What follows belongs to an exercise in optimizing a design on an open flow for small area, a short achievable clock period and few clock cycles; a production flow would make more cautious choices. No functional check of the RTL was part of any run shown here. No activity file was given, so power comes from the tool's default toggle rates.

==> flow/design.v, too long to show whole: its modules and the start of the top module <==
// module pgc_units: 816 lines
// module pgc_fa: 10 lines
// module pgc_ha: 9 lines
module pgc_units (
    input  wire        clk,
    input  wire        rst,           
    input  wire        cmd_valid,
    output wire        cmd_ready,
    input  wire [3:0]  cmd_op,
    input  wire [31:0] cmd_opa,
    output reg         rsp_valid,
    output reg         rsp_refused,
    output reg  [31:0] rsp_res
);
  // ...
==> flow/flow/run.sh <==
#!/bin/bash
# The standard layout, with one change: the buffer that buffer_ports puts on
# every input and output port is the smallest plain buffer (buf_1) rather
# than the one it picks by default. Each port still gets its own buffer.
set -euo pipefail
export BUFFER_PORTS_ARGS="-buffer_cell sky130_fd_sc_hd__buf_1"
bash standard.sh > standard.log 2>&1
==> flow/standard.sh <==
#!/bin/bash
# synth_recipe.tcl (not shown) runs the flow's synth.tcl, then flattens the netlist and writes it again
# the make line also repeats each setting of config.mk as NAME=value (left out here)
make -C /OpenROAD-flow-scripts/flow DESIGN_CONFIG=/design/flow/config.mk WORK_HOME=/design/flow/orfs CLKGATE_MAP_FILE= SYNTH_SCRIPT=/design/flow/synth_recipe.tcl "${@:-finish}"
==> flow/config.mk <==
export PLATFORM = sky130hd
export DESIGN_NAME = pgc_units
export DESIGN_NICKNAME = pgc_units
export VERILOG_FILES = /design/flow/design.v
export SDC_FILE = /design/flow/constraint.sdc
export NUM_CORES = 4
export LEC_CHECK = 0
export CAP_MARGIN = 20
export CORE_MARGIN = 2
export CORE_UTILIZATION = 40
export CTS_BUF_LIST = sky130_fd_sc_hd__clkbuf_4 sky130_fd_sc_hd__clkbuf_8
export SETUP_SLACK_MARGIN = 5
export SLEW_MARGIN = 20
export SYNTH_HIERARCHICAL = 1
==> flow/constraint.sdc <==
create_clock -name core_clock -period 8.0 [get_ports {clk}]
set_input_delay 1.6000 -clock core_clock [delete_from_list [all_inputs] [get_ports {clk}]]
set_output_delay 1.6000 -clock core_clock [all_outputs]
set_load 0.01 [all_outputs]
==> results by group, run 1 <==
Yosys
  – Post-synth ARST share: 0
  – Post-Synthesis Cells: 1016
  – Adder-cell share of the synthesized area: 0.326
  – Sequential area share after synthesis: 0.347
  – Avg Cell Area, Syn: 11.6 um2

Critical path
  – Reg2reg end: lcg[31]$_DFFE_PP_
  – Critical-path top delay cell: fa_1
  – Type of origin of the critical path: flop
  – Worst Path Arrival: 3.31 ns
  – WS Path Type: reg -> reg

STA
  – Measured slew at the worst slew-check pin: 0.771 ns
  – Final period utilization: 0.374
  – Fmax: 334 MHz

Routing
  – Wl on met1: 13.0 mm

Cells and area
  – # diodes: 0
  – Sequential cell area: 4110 um2
  – Cell Count, Final, Fillers Out: 1555
  – Commonest non-fill, non-tap cell in the layout: fa_1
  – Reg with most FFs: pc_q
  – Share of layout cells above drive strength 1: 0.162

Clock tree
  – Worst-Skew Late Latency: between 0.4 and 0.5 ns

GRT
  – GRT Residual Overflow: 0
  – Pin count of the biggest net entering global routing: 72
  – Global-route wire length before repair: 45.4 mm

Pwr
  – Lkg Pwr: 5.53 nW
  – Leading power group: combinational cells

Min path
  – Hold Path Depth: 2

Outcome
  – Status: timing/DRC/antenna clean
==> run 2: changes to the inputs <==
--- a/flow/design.v
+++ b/flow/design.v
@@ -698,79 +698,79 @@
     wire b_Ps4_28 = (b_Ps3_28 & b_Ps3_15);
     wire b_Gs4_29 = (b_Gs3_29 | (b_Ps3_29 & b_Gs3_15));
     wire b_Ps4_29 = (b_Ps3_29 & b_Ps3_15);
     wire b_Gs4_30 = (b_Gs3_30 | (b_Ps3_30 & b_Gs3_15));
     wire b_Ps4_30 = (b_Ps3_30 & b_Ps3_15);
     wire b_Gs4_31 = (b_Gs3_31 | (b_Ps3_31 & b_Gs3_15));
     wire b_Ps4_31 = (b_Ps3_31 & b_Ps3_15);
     assign lcg_next[0] = b_p0;
-    assign res_next[0] = b_p0 ^ rsp_res[0];
+    assign res_next[0] = lcg_next[0] ^ rsp_res[0];
     assign lcg_next[1] = b_p1;
-    assign res_next[1] = b_p1 ^ rsp_res[1];
+    assign res_next[1] = lcg_next[1] ^ rsp_res[1];
     assign lcg_next[2] = b_p2;
-    assign res_next[2] = b_p2 ^ rsp_res[2];
+    assign res_next[2] = lcg_next[2] ^ rsp_res[2];
     assign lcg_next[3] = b_p3;
-    assign res_next[3] = b_p3 ^ rsp_res[3];
+    assign res_next[3] = lcg_next[3] ^ rsp_res[3];
     assign lcg_next[4] = b_p4;
-    assign res_next[4] = b_p4 ^ rsp_res[4];
+    assign res_next[4] = lcg_next[4] ^ rsp_res[4];
     assign lcg_next[5] = b_p5;
-    assign res_next[5] = b_p5 ^ rsp_res[5];
+    assign res_next[5] = lcg_next[5] ^ rsp_res[5];
     assign lcg_next[6] = b_p6;
-    assign res_next[6] = b_p6 ^ rsp_res[6];
+    assign res_next[6] = lcg_next[6] ^ rsp_res[6];
     assign lcg_next[7] = b_p7;
-    assign res_next[7] = b_p7 ^ rsp_res[7];
+    assign res_next[7] = lcg_next[7] ^ rsp_res[7];
     assign lcg_next[8] = b_p8;
-    assign res_next[8] = b_p8 ^ rsp_res[8];
+    assign res_next[8] = lcg_next[8] ^ rsp_res[8];
     assign lcg_next[9] = b_p9;
-    assign res_next[9] = b_p9 ^ rsp_res[9];
+    assign res_next[9] = lcg_next[9] ^ rsp_res[9];
     assign lcg_next[10] = b_p10;
-    assign res_next[10] = b_p10 ^ rsp_res[10];
+    assign res_next[10] = lcg_next[10] ^ rsp_res[10];
     assign lcg_next[11] = b_p11;
-    assign res_next[11] = b_p11 ^ rsp_res[11];
+    assign res_next[11] = lcg_next[11] ^ rsp_res[11];
     assign lcg_next[12] = b_p12 ^ b_Gs3_11;
-    assign res_next[12] = b_p12 ^ rsp_res[12] ^ b_Gs3_11;
+    assign res_next[12] = lcg_next[12] ^ rsp_res[12];
     assign lcg_next[13] = b_p13 ^ b_Gs3_12;
-    assign res_next[13] = b_p13 ^ rsp_res[13] ^ b_Gs3_12;
+    assign res_next[13] = lcg_next[13] ^ rsp_res[13];
     assign lcg_next[14] = b_p14 ^ b_Gs3_13;
-    assign res_next[14] = b_p14 ^ rsp_res[14] ^ b_Gs3_13;
+    assign res_next[14] = lcg_next[14] ^ rsp_res[14];
     assign lcg_next[15] = b_p15 ^ b_Gs3_14;
-    assign res_next[15] = b_p15 ^ rsp_res[15] ^ b_Gs3_14;
+    assign res_next[15] = lcg_next[15] ^ rsp_res[15];
     assign lcg_next[16] = b_p16 ^ b_Gs3_15;
-    assign res_next[16] = b_p16 ^ rsp_res[16] ^ b_Gs3_15;
+    assign res_next[16] = lcg_next[16] ^ rsp_res[16];
     assign lcg_next[17] = b_p17 ^ b_Gs4_16;
-    assign res_next[17] = b_p17 ^ rsp_res[17] ^ b_Gs4_16;
+    assign res_next[17] = lcg_next[17] ^ rsp_res[17];
     assign lcg_next[18] = b_p18 ^ b_Gs4_17;
-    assign res_next[18] = b_p18 ^ rsp_res[18] ^ b_Gs4_17;
+    assign res_next[18] = lcg_next[18] ^ rsp_res[18];
     assign lcg_next[19] = b_p19 ^ b_Gs4_18;
-    assign res_next[19] = b_p19 ^ rsp_res[19] ^ b_Gs4_18;
+    assign res_next[19] = lcg_next[19] ^ rsp_res[19];
     assign lcg_next[20] = b_p20 ^ b_Gs4_19;
-    assign res_next[20] = b_p20 ^ rsp_res[20] ^ b_Gs4_19;
+    assign res_next[20] = lcg_next[20] ^ rsp_res[20];
     assign lcg_next[21] = b_p21 ^ b_Gs4_20;
-    assign res_next[21] = b_p21 ^ rsp_res[21] ^ b_Gs4_20;
+    assign res_next[21] = lcg_next[21] ^ rsp_res[21];
     assign lcg_next[22] = b_p22 ^ b_Gs4_21;
-    assign res_next[22] = b_p22 ^ rsp_res[22] ^ b_Gs4_21;
+    assign res_next[22] = lcg_next[22] ^ rsp_res[22];
     assign lcg_next[23] = b_p23 ^ b_Gs4_22;
-    assign res_next[23] = b_p23 ^ rsp_res[23] ^ b_Gs4_22;
+    assign res_next[23] = lcg_next[23] ^ rsp_res[23];
     assign lcg_next[24] = b_p24 ^ b_Gs4_23;
-    assign res_next[24] = b_p24 ^ rsp_res[24] ^ b_Gs4_23;
+    assign res_next[24] = lcg_next[24] ^ rsp_res[24];
     assign lcg_next[25] = b_p25 ^ b_Gs4_24;
-    assign res_next[25] = b_p25 ^ rsp_res[25] ^ b_Gs4_24;
+    assign res_next[25] = lcg_next[25] ^ rsp_res[25];
     assign lcg_next[26] = b_p26 ^ b_Gs4_25;
-    assign res_next[26] = b_p26 ^ rsp_res[26] ^ b_Gs4_25;
+    assign res_next[26] = lcg_next[26] ^ rsp_res[26];
     assign lcg_next[27] = b_p27 ^ b_Gs4_26;
-    assign res_next[27] = b_p27 ^ rsp_res[27] ^ b_Gs4_26;
+    assign res_next[27] = lcg_next[27] ^ rsp_res[27];
     assign lcg_next[28] = b_p28 ^ b_Gs4_27;
-    assign res_next[28] = b_p28 ^ rsp_res[28] ^ b_Gs4_27;
+    assign res_next[28] = lcg_next[28] ^ rsp_res[28];
     assign lcg_next[29] = b_p29 ^ b_Gs4_28;
-    assign res_next[29] = b_p29 ^ rsp_res[29] ^ b_Gs4_28;
+    assign res_next[29] = lcg_next[29] ^ rsp_res[29];
     assign lcg_next[30] = b_p30 ^ b_Gs4_29;
-    assign res_next[30] = b_p30 ^ rsp_res[30] ^ b_Gs4_29;
+    assign res_next[30] = lcg_next[30] ^ rsp_res[30];
     assign lcg_next[31] = b_p31 ^ b_Gs4_30;
-    assign res_next[31] = b_p31 ^ rsp_res[31] ^ b_Gs4_30;
+    assign res_next[31] = lcg_next[31] ^ rsp_res[31];
     assign cmd_ready = ~busy;
     wire accept     = cmd_valid & ~busy;
     wire is_crc_new = cmd_op == OP_CRC_NEW;
     wire is_crc_upd = cmd_op == OP_CRC_UPD;
     wire is_sum16   = cmd_op == OP_CRC_SUM16;
     wire is_new     = cmd_op == OP_CIPH_NEW;
     wire is_enc     = cmd_op == OP_CIPH_ENC;
     reg  [4:1]  pos_gz;
==> results by group, run 2 <==
GRT
  – GRT busiest layer: met2
  – Initial antenna violation count: 2
  – Gr usage total: 0.192
  – M3 GR Usage: 0.0429
  – Global-route wire length before repair: 44.1 mm (-2.9%)
  – Met1 Usage GRT: 0.249
  – GRT Residual Overflow: 0 (unchanged)
  – Vias in the first global route: 7947
  – Met2 Use GR: 0.322
  – Pin count of the biggest net entering global routing: 79 (+9.7%)

Routing
  – TritonRoute pass-1 iters: 4
  – DRT iter0 DRCs: 418
  – DRT antenna net count: 0
  – Post-Route WL: between 20 and 30 mm
  – DR DRC count: 0
  – Via count: 7295
  – Wire per inst: about 18 um
  – DR vias/cell: about 4.8

Critical path
  – Critical-path top delay cell: or3_1
  – Reg2reg setup slack: 5.08 ns
  – Critical path's top delay family: simple AND/OR/NAND/NOR gates
  – CP cell instances: buf_1 -> nor4b_2 -> nand3_4 -> nand3_1 -> or3_1 -> nor4_2 -> nor4b_1
  – WS Path Type: in -> reg
  – Type of origin of the critical path: primary input
  – Max incr delay on CP: 0.42 ns
  – Buf/Inv on CP: 1
  – Worst Path Arrival: 3.40 ns (+0.09 ns)
  – Setup crit end kind: flop
  – CP required: 8.38 ns
  – Critical path fanouts, max: 15

Clock tree
  – H-Tree Depth: 4
  – Root buf cell: clkbuf_8
  – CTS tree: done
  – CTS Buffer Depth: 2
  – CTS buffer count: 17
  – Worst-Skew Late Latency: 0.47 ns (-0.02 ns)
  – Sink Count: 181
  – Worst-path clk slew: 0.10 ns

Placement
  – Place WS: between 4 and 5 ns
  – Routability cong.: 0.813
  – Dpl hpwl: around 20 mm
  – Port bufs: 73
  – Placed cell count: 1423

STA
  – # setup viols final: 0
  – Final hold vios: 0
  – Fmax: 330 MHz (-1.0%)
  – RSZ-0062 raised after global routing: yes
  – Slew Viols, Final: 0
  – Measured slew at the worst slew-check pin: 1.04 ns (+0.273 ns)
  – Final worst slack: between 4 and 5 ns
  – Final period utilization: 0.378 (+0.00397)
  – Setup TNS Final: 0 ns
  – Final Skew: 0.0207 ns
  – Slew Limit Headroom: 0.299
  – Final min period: around 3.0 ns

Min path
  – Hold Crit Class: reg -> reg

Die
  – Ports: 74
  – Die area: 30300 um2
  – Die W: 174 um
  – Initial core utilization: 0.405
  – Placeable core region: 28500 um2
  – Die Y: 174 um
  – Rows: 62

Yosys
  – Largest area contributor in the synthesized netlist: fa_1
  – Yosys cell types: 44
  – Yosys warnings: 7
  – Sequential area share after synthesis: 0.355 (+0.00763)
  – Most common cell in the netlist: fa_1
  – Mapped Nets: roughly 1200
  – Post-synth EDFFs: 48
  – Avg Cell Area, Syn: 11.7 um2 (+0.93%)
  – Post-Synthesis Cells: 985 (-3.1%)
  – Commonest cells post-synth: 171 x fa_1, 133 x dfxtp_1, 119 x inv_1
  – Primary FF master, synth: dfxtp_1
  – Post-synth ARST share: 0 (unchanged)
  – Post-synthesis cell area: 11600 um2
  – Area share of the largest cell type after synthesis: 0.296
  – Synth top area cells: fa_1 30%, dfxtp_1 23%, edfxtp_1 12%, xnor2_1 7.0%, inv_1 3.9%
  – Synthesized flop and latch total: 181

Cells and area
  – Commonest non-fill, non-tap cell in the layout: fa_1
  – Fillers: 2652
  – Top flop regs: pc_q (64), lcg (32), rsp_res (32)
  – Reg with most FFs: pc_q
  – Max reg flops: 64
  – Final nets: 1372
  – Commonest non-fill, non-tap cells in the layout: 171 x fa_1, 132 x dfxtp_1, 118 x inv_1
  – Area grow syn2layout: 16.8%
  – Cell Count, Final, Fillers Out: 1528 (-1.7%)
  – Share of layout cells above drive strength 1: 0.147 (-0.0150)

Pwr
  – Worst VDD drop: 0.000120 V
  – Power per cell area: 221 nW/um2
  – Lkg Pwr: 5.45 nW (-1.4%)

Flow run
  – Max cap viols: 0

Outcome
  – Status: timing/DRC/antenna clean
run 2: changes by cell type in the layout (fill, tap and decap cells not counted), moves of 4 or more:
cell / delta
xor2_1: +7
nand3_1: -6
nor2b_1: +5
xnor2_2: +4
or3_1: +6
o31ai_1: -4
xnor2_1: +6
nor3_1: -9
ha_1: +4
run 2: area by class of cell:
cell class                      instances  area, um2  share of cell area
Clock inverter                         14        135              0.0100
Antenna cell                            3       7.51            0.000556
Timing Repair Buffer                  147        931              0.0690
Sequential cell                       181       4110               0.304
Clock buffer                           18        248              0.0184
Inverter                              119        450              0.0334
Multi-Input combinational cell        662       7140               0.529
Tap cell                              384        480              0.0356
run 2: what timing repair did:
item                                    4_1_cts  5_1_grt
resized for setup                            17       18
setup buffers                                58       12
pin swaps                                     6        9
hold buffers                                  0        0
endpoints found under the setup margin       77       25
run 2: power by group:
part           internal (mW)  switching, mW
clock                  0.239          0.372
combinational          0.550          0.660
sequential              1.06         0.0941
run 2: logic make-up (layout without fill, tap and decap cells):
| kind of cell | count (synthesis) | after routing | share of synthesized area |
|---|---|---|---|
| adders and majority gates | 205 | 205 | 0.333 |
| other | 0 | 3 | 0 |
| xor gates and xnor gates | 144 | 144 | 0.112 |
| buffers and inverters | 142 | 298 | 0.0461 |
| DFF | 181 | 181 | 0.355 |
| AOI/OAI and AO/OA | 116 | 116 | 0.0575 |
| muxes | 25 | 25 | 0.0243 |
| and+or+nand+nor | 172 | 172 | 0.0721 |
run 2: Yosys stat by module (local to each module, per instance):
module | flip-flops and latches | copies in the design
pgc_ha | 0 | 7
pgc_fa | 0 | 166
pgc_units | 181 | 1
run 2: per-stage QoR:
step | utilization | total power, mW | cell area (um2) | hold WS (ns)
6_report | 0.473 | 2.98 | 13500 | 0.505
5_1_grt | 0.473 | 3.20 | 13500 | 0.529
4_1_cts | 0.466 | 2.93 | 13300 | 0.501
3_5_place_dp | 0.432 | 2.27 | 12300 | 0.488
3_3_place_gp | 0.432 | 2.26 | 12300 | 0.494
2_1_floorplan | - | 1.97 | 11600 | 0.452
run 2: final timing paths:
path                 startpoint              endpoint  depth (start not counted)
max                   cmd_op[3]  pos_gz[4]$_SDFF_PP0_                          7
min          pos[23]$_SDFF_PP0_  pos_gz[4]$_SDFF_PP0_                          1
max reg2reg    lcg[3]$_DFFE_PP_      pc_q[63]$_DFF_P_                          7
min reg2reg  pos[23]$_SDFF_PP0_  pos_gz[4]$_SDFF_PP0_                          1
run 2: per-layer routing:
| metal | up-vias | routed length [um] |
|---|---|---|
| met5 | - | 0 |
| met4 | 0 | 724 |
| met3 | 44 | 1330 |
| met2 | 154 | 13400 |
| met1 | 3649 | 12000 |
| li1 | 3448 | - |

-- re-timing with driven ports --
The flow's constraints put no driver on any port. The routed layouts listed below were extracted and timed again, unchanged, in two steps.
Step 1, drivers: a clkbuf_16 drives clk and a buf_2 each remaining input, both assumed.
Step 2 times the ports against the registers' clock, not the clock port: input delays grow and output delays shrink by t, the midpoint of the rising clock arrivals with the driver on.
Three values: ideal ports, drivers, drivers and shift; two values: the first two.
| run | shift t [ns] | setup slack, ns | worst setup path after step 2 | worst slew at a driven data input, ns | cell pins on the clock port's net |
|---|---|---|---|---|---|
| run 1 | 0.518 | 5.005 / 5.005 / 4.618 | input to register | 0.04 | 1 |
| run 2 | 0.511 | 4.973 / 4.952 / 4.441 | input to register | 0.07 | 1 |
After both steps setup and hold are still met in every run listed. For run 2, which loses most, drivers alone change the setup slack by -0.021 ns; drivers and shift together by -0.532 ns.
